Source: an optimization exercise on an open RTL-to-GDS flow (aim: small area, a short achievable clock period and few clock cycles). Production flows keep margins and buffers that such runs may drop.
Where RTL was checked, it was by simulation tests only, not by an equivalence proof against the original.
Power and IR drop assume default switching activity.

## sic_engine
module sic_engine (
    input  wire         clk,
    input  wire         rst,
    input  wire         cmd_valid,
    output wire         cmd_ready,
    input  wire [31:0]  cmd_word,
    input  wire [63:0]  cmd_opnd,
    input  wire [127:0] cmd_iv,
    input  wire [7:0]   cmd_iv_len,
    input  wire [63:0]  cmd_in_len,
    input  wire [63:0]  cmd_out_cap,
    output reg          done,
    output reg  [63:0]  result,
    output reg  [2:0]   err,
    input  wire         in_valid,
    output wire         in_ready,
    input  wire [7:0]   in_data,
    output wire         out_valid,
    input  wire         out_ready,
    output wire [7:0]   out_data,
    output wire         bc_req_valid,
    input  wire         bc_req_ready,
    output reg  [1:0]   bc_req_op,
    output wire [127:0] bc_req_block,
    input  wire         bc_rsp_valid,
    input  wire         bc_rsp_err,
    input  wire [127:0] bc_rsp_data
);
    localparam [1:0] BC_PROCESS = 2'd0, BC_RESET = 2'd1, BC_INIT = 2'd2;
    localparam [2:0] E_OK = 3'd0, E_CONFIG = 3'd1, E_LENGTH = 3'd2,
                     E_COLLAB = 3'd3, E_ILLEGAL = 3'd4;
    localparam [3:0] OP_RESET = 4'h0, OP_INIT = 4'h1, OP_XBYTE = 4'h2,
                     OP_XBLOCK = 4'h3, OP_XRANGE = 4'h4, OP_SKIP = 4'h5,
                     OP_SEEK = 4'h6, OP_GETPOS = 4'h7;
    localparam [2:0] SU_INC  = 3'd0,    
                     SU_SKIP = 3'd1,    
                     SU_SEEK = 3'd2,    
                     SU_LDIV = 3'd3,    
                     SU_GPOS = 3'd4;    
    reg         s_idle, s_rst, s_xbyte, s_xfer, s_skip, s_seek, s_gpos;
    reg [127:0] iv;
    reg [127:0] ctr;
    reg [103:0] ks_lo;        
    reg [23:0]  ks_t0;        
    reg [23:0]  ks_t1;        
    reg         sel;          
    reg [3:0]   cur;
    reg [63:0]  opq;          
    reg [63:0]  rem;          
    reg         req_v;        
    reg         req_out;      
    reg         r_k;          
    reg         r_fin;        
    reg         q_rst_ok;     
    reg         q_su_done;    
    reg         q_proc;       
    reg         su_busy;
    reg [2:0]   su_op;
    reg [1:0]   su_k;
    reg         su_c;
    reg         inc_pend;     
  ...
Settings: LEC_CHECK=0, CAP_MARGIN=20, CORE_MARGIN=2, CORE_UTILIZATION=50, SETUP_SLACK_MARGIN=5, SLEW_MARGIN=20; clock period 10.0 ns.
run.sh (not shown) runs the stock make flow with config.mk's settings and CLKGATE_MAP_FILE= SYNTH_SCRIPT=/design/flow/synth_recipe.tcl, a recipe that flattens the netlist after the stock synthesis.
The starting point completed with no timing, DRC or antenna violations.
Testbench counts at the start, summed over its fixed seeds: cycles 76,302.
Rerun with:
==> flow/flow/run.sh (new file) <==
#!/bin/bash
# Own layout flow: the standard layout (standard.sh, standard synthesis
# unchanged), with a tighter setup-repair target for the resizer and the
# smallest buffer cell on the ports.  make's full output goes to
# standard_flow.log; each ORFS step keeps its own log under orfs/logs.
set -euo pipefail
cd "$(dirname "$0")/.."
bash standard.sh SETUP_SLACK_MARGIN=6.3 \
    'BUFFER_PORTS_ARGS=-buffer_cell sky130_fd_sc_hd__buf_1' \
    finish > standard_flow.log 2>&1
==> flow/standard.sh (new file) <==
#!/bin/bash
# synth_recipe.tcl (not shown) runs the flow's synth.tcl, then flattens the netlist and writes it again
# the make line also repeats each setting of config.mk as NAME=value (left out here)
make -C /OpenROAD-flow-scripts/flow DESIGN_CONFIG=/design/flow/config.mk WORK_HOME=/design/flow/orfs CLKGATE_MAP_FILE= SYNTH_SCRIPT=/design/flow/synth_recipe.tcl "${@:-finish}"
- SETUP_SLACK_MARGIN: 5 -> not set
removed: flow/run.sh
The changed run passed the timing, DRC and antenna checks.
Critical path depth came out higher by 12.
Non-clock buffer count goes up by 283.
Total power fell by 1.4%.
Sequential cell count does not change.
Die area stays the same.
Cell area went up by 4.4%.
Fmax increases by 8.6%.
Register-to-register slack is better by 0.34 ns.
Cell count rose by 5.9%.
Sequential power barely changes.


sic_engine, a different RTL version from the one above (not shown whole).
Size: about 660 flip-flops, ~37,000 um^2 of cells after synthesis.
Settings: LEC_CHECK=0, CAP_MARGIN=20, CORE_MARGIN=2, CORE_UTILIZATION=40, SLEW_MARGIN=20; clock period 10.0 ns.
Stock flow here: none of the scripts above is used.
Testbench counts at the start, summed over its fixed seeds: cycles 76,692.
Rerun with:
- ABC_CLOCK_PERIOD_IN_PS: not set -> 3000
- CORE_UTILIZATION: 40 -> 50
- SETUP_SLACK_MARGIN: not set -> 5
The changed run produced a clean layout.
Clock skew increases by 13 ps.
Area after synthesis stays the same.
Sequential power is about the same.
Die area came out lower by 20%.
Via count goes up by 6.7%.
Register-to-register slack improved by 1300 ps.
Critical path depth climbs by 7.
Sequential share of layout area falls by 1.7 points.
Core utilization rose by 16 points.
Count of clock-buffer cells in the layout came out lower by 14.


sic_engine, a different RTL version from the one above (not shown whole).
Size in the first run: about 3100 cells after synthesis, roughly 710 I/O pins, about 0.035 mm2 of cells after synthesis.
Design sic_engine, start of the top module:
module sic_engine (
    input  wire         clk,
    input  wire         rst,
    input  wire         cmd_valid,
    output wire         cmd_ready,
    input  wire [31:0]  cmd_word,
    input  wire [63:0]  cmd_opnd,
    input  wire [127:0] cmd_iv,
    input  wire [7:0]   cmd_iv_len,
    input  wire [63:0]  cmd_in_len,
    input  wire [63:0]  cmd_out_cap,
    output reg          done,
    output reg  [63:0]  result,
    output reg  [2:0]   err,
    input  wire         in_valid,
    output wire         in_ready,
    input  wire [7:0]   in_data,
    output wire         out_valid,
    input  wire         out_ready,
    output wire [7:0]   out_data,
    output wire         bc_req_valid,
    input  wire         bc_req_ready,
    output reg  [1:0]   bc_req_op,
    output wire [127:0] bc_req_block,
    input  wire         bc_rsp_valid,
    input  wire         bc_rsp_err,
    input  wire [127:0] bc_rsp_data
);
==> flow/config.mk <==
export PLATFORM = sky130hd
export DESIGN_NAME = sic_engine
export DESIGN_NICKNAME = sic_engine
export VERILOG_FILES = /design/flow/design.v
export SDC_FILE = /design/flow/constraint.sdc
export NUM_CORES = 4
export LEC_CHECK = 0
export CAP_MARGIN = 20
export CORE_MARGIN = 2
export CORE_UTILIZATION = 65
export CTS_CLUSTER_DIAMETER = 80
export CTS_CLUSTER_SIZE = 22
export SLEW_MARGIN = 20
export TNS_END_PERCENT = 0
==> flow/constraint.sdc <==
create_clock -name core_clock -period 10.0 [get_ports {clk}]
set_input_delay 2.0000 -clock core_clock [delete_from_list [all_inputs] [get_ports {clk}]]
set_output_delay 2.0000 -clock core_clock [all_outputs]
set_load 0.01 [all_outputs]
standard.sh (not shown) runs the stock make flow with config.mk's settings and CLKGATE_MAP_FILE= SYNTH_SCRIPT=/design/flow/synth_recipe.tcl, a recipe that flattens the netlist after the stock synthesis.
==> flow/flow/run.sh <==
#!/bin/bash
# Own layout flow: the standard layout (standard.sh, standard synthesis
# unchanged), with a tighter setup-repair target for the resizer and the
# smallest buffer cell on the ports.  make's full output goes to
# standard_flow.log; each ORFS step keeps its own log under orfs/logs.
set -euo pipefail
cd "$(dirname "$0")/.."
bash standard.sh SETUP_SLACK_MARGIN=6.2 \
    'BUFFER_PORTS_ARGS=-buffer_cell sky130_fd_sc_hd__buf_1' \
    finish > standard_flow.log 2>&1
The baseline ran to the end with no violations.
Next try:
- CTS_CLUSTER_DIAMETER: 80 -> default
- CTS_CLUSTER_SIZE: 22 -> default
Effect: The new run completed without violations; global-route usage rose by 0.37 points; area after synthesis does not change; utilization rose by 1.9 points.
No functional check of the RTL was part of any run of this note.

[afterwards: timing with drivers on the ports]
No port has a modelled driver above. Below, the same layouts with a new extraction and two added sets of constraints.
Step 1 assumes that a clkbuf_16 drives the clock port and a buf_2 every other input.
Step 2 moves the port delays by t, midway between the first and last clock arrival at a register: inputs arrive t later, outputs are due t later. That takes back most of the time a late clock gives input paths.
Slacks: ideal / step 1 / step 2; pairs: ideal / step 1.
run	t, ns	setup WS [ns]	worst setup path after step 2
the first run of note 1	0.686	4.926 / 4.921 / 4.234	input to register
the second run of note 1	0.708	5.326 / 5.326 / 4.811	input to register
the first run of note 2	0.693	3.412 / 3.393 / 2.700	input to register
the second run of note 2	0.702	4.969 / 4.988 / 4.286	input to register
the first run of note 3	0.649	5.704 / 5.704 / 5.174	input to register
the second run of note 3	0.674	5.756 / 5.756 / 5.133	input to register
After both steps every run listed still meets setup and hold. The setup slack of the first run of note 2, which loses most, moves by -0.019 ns with the drivers and by -0.712 ns with both steps.
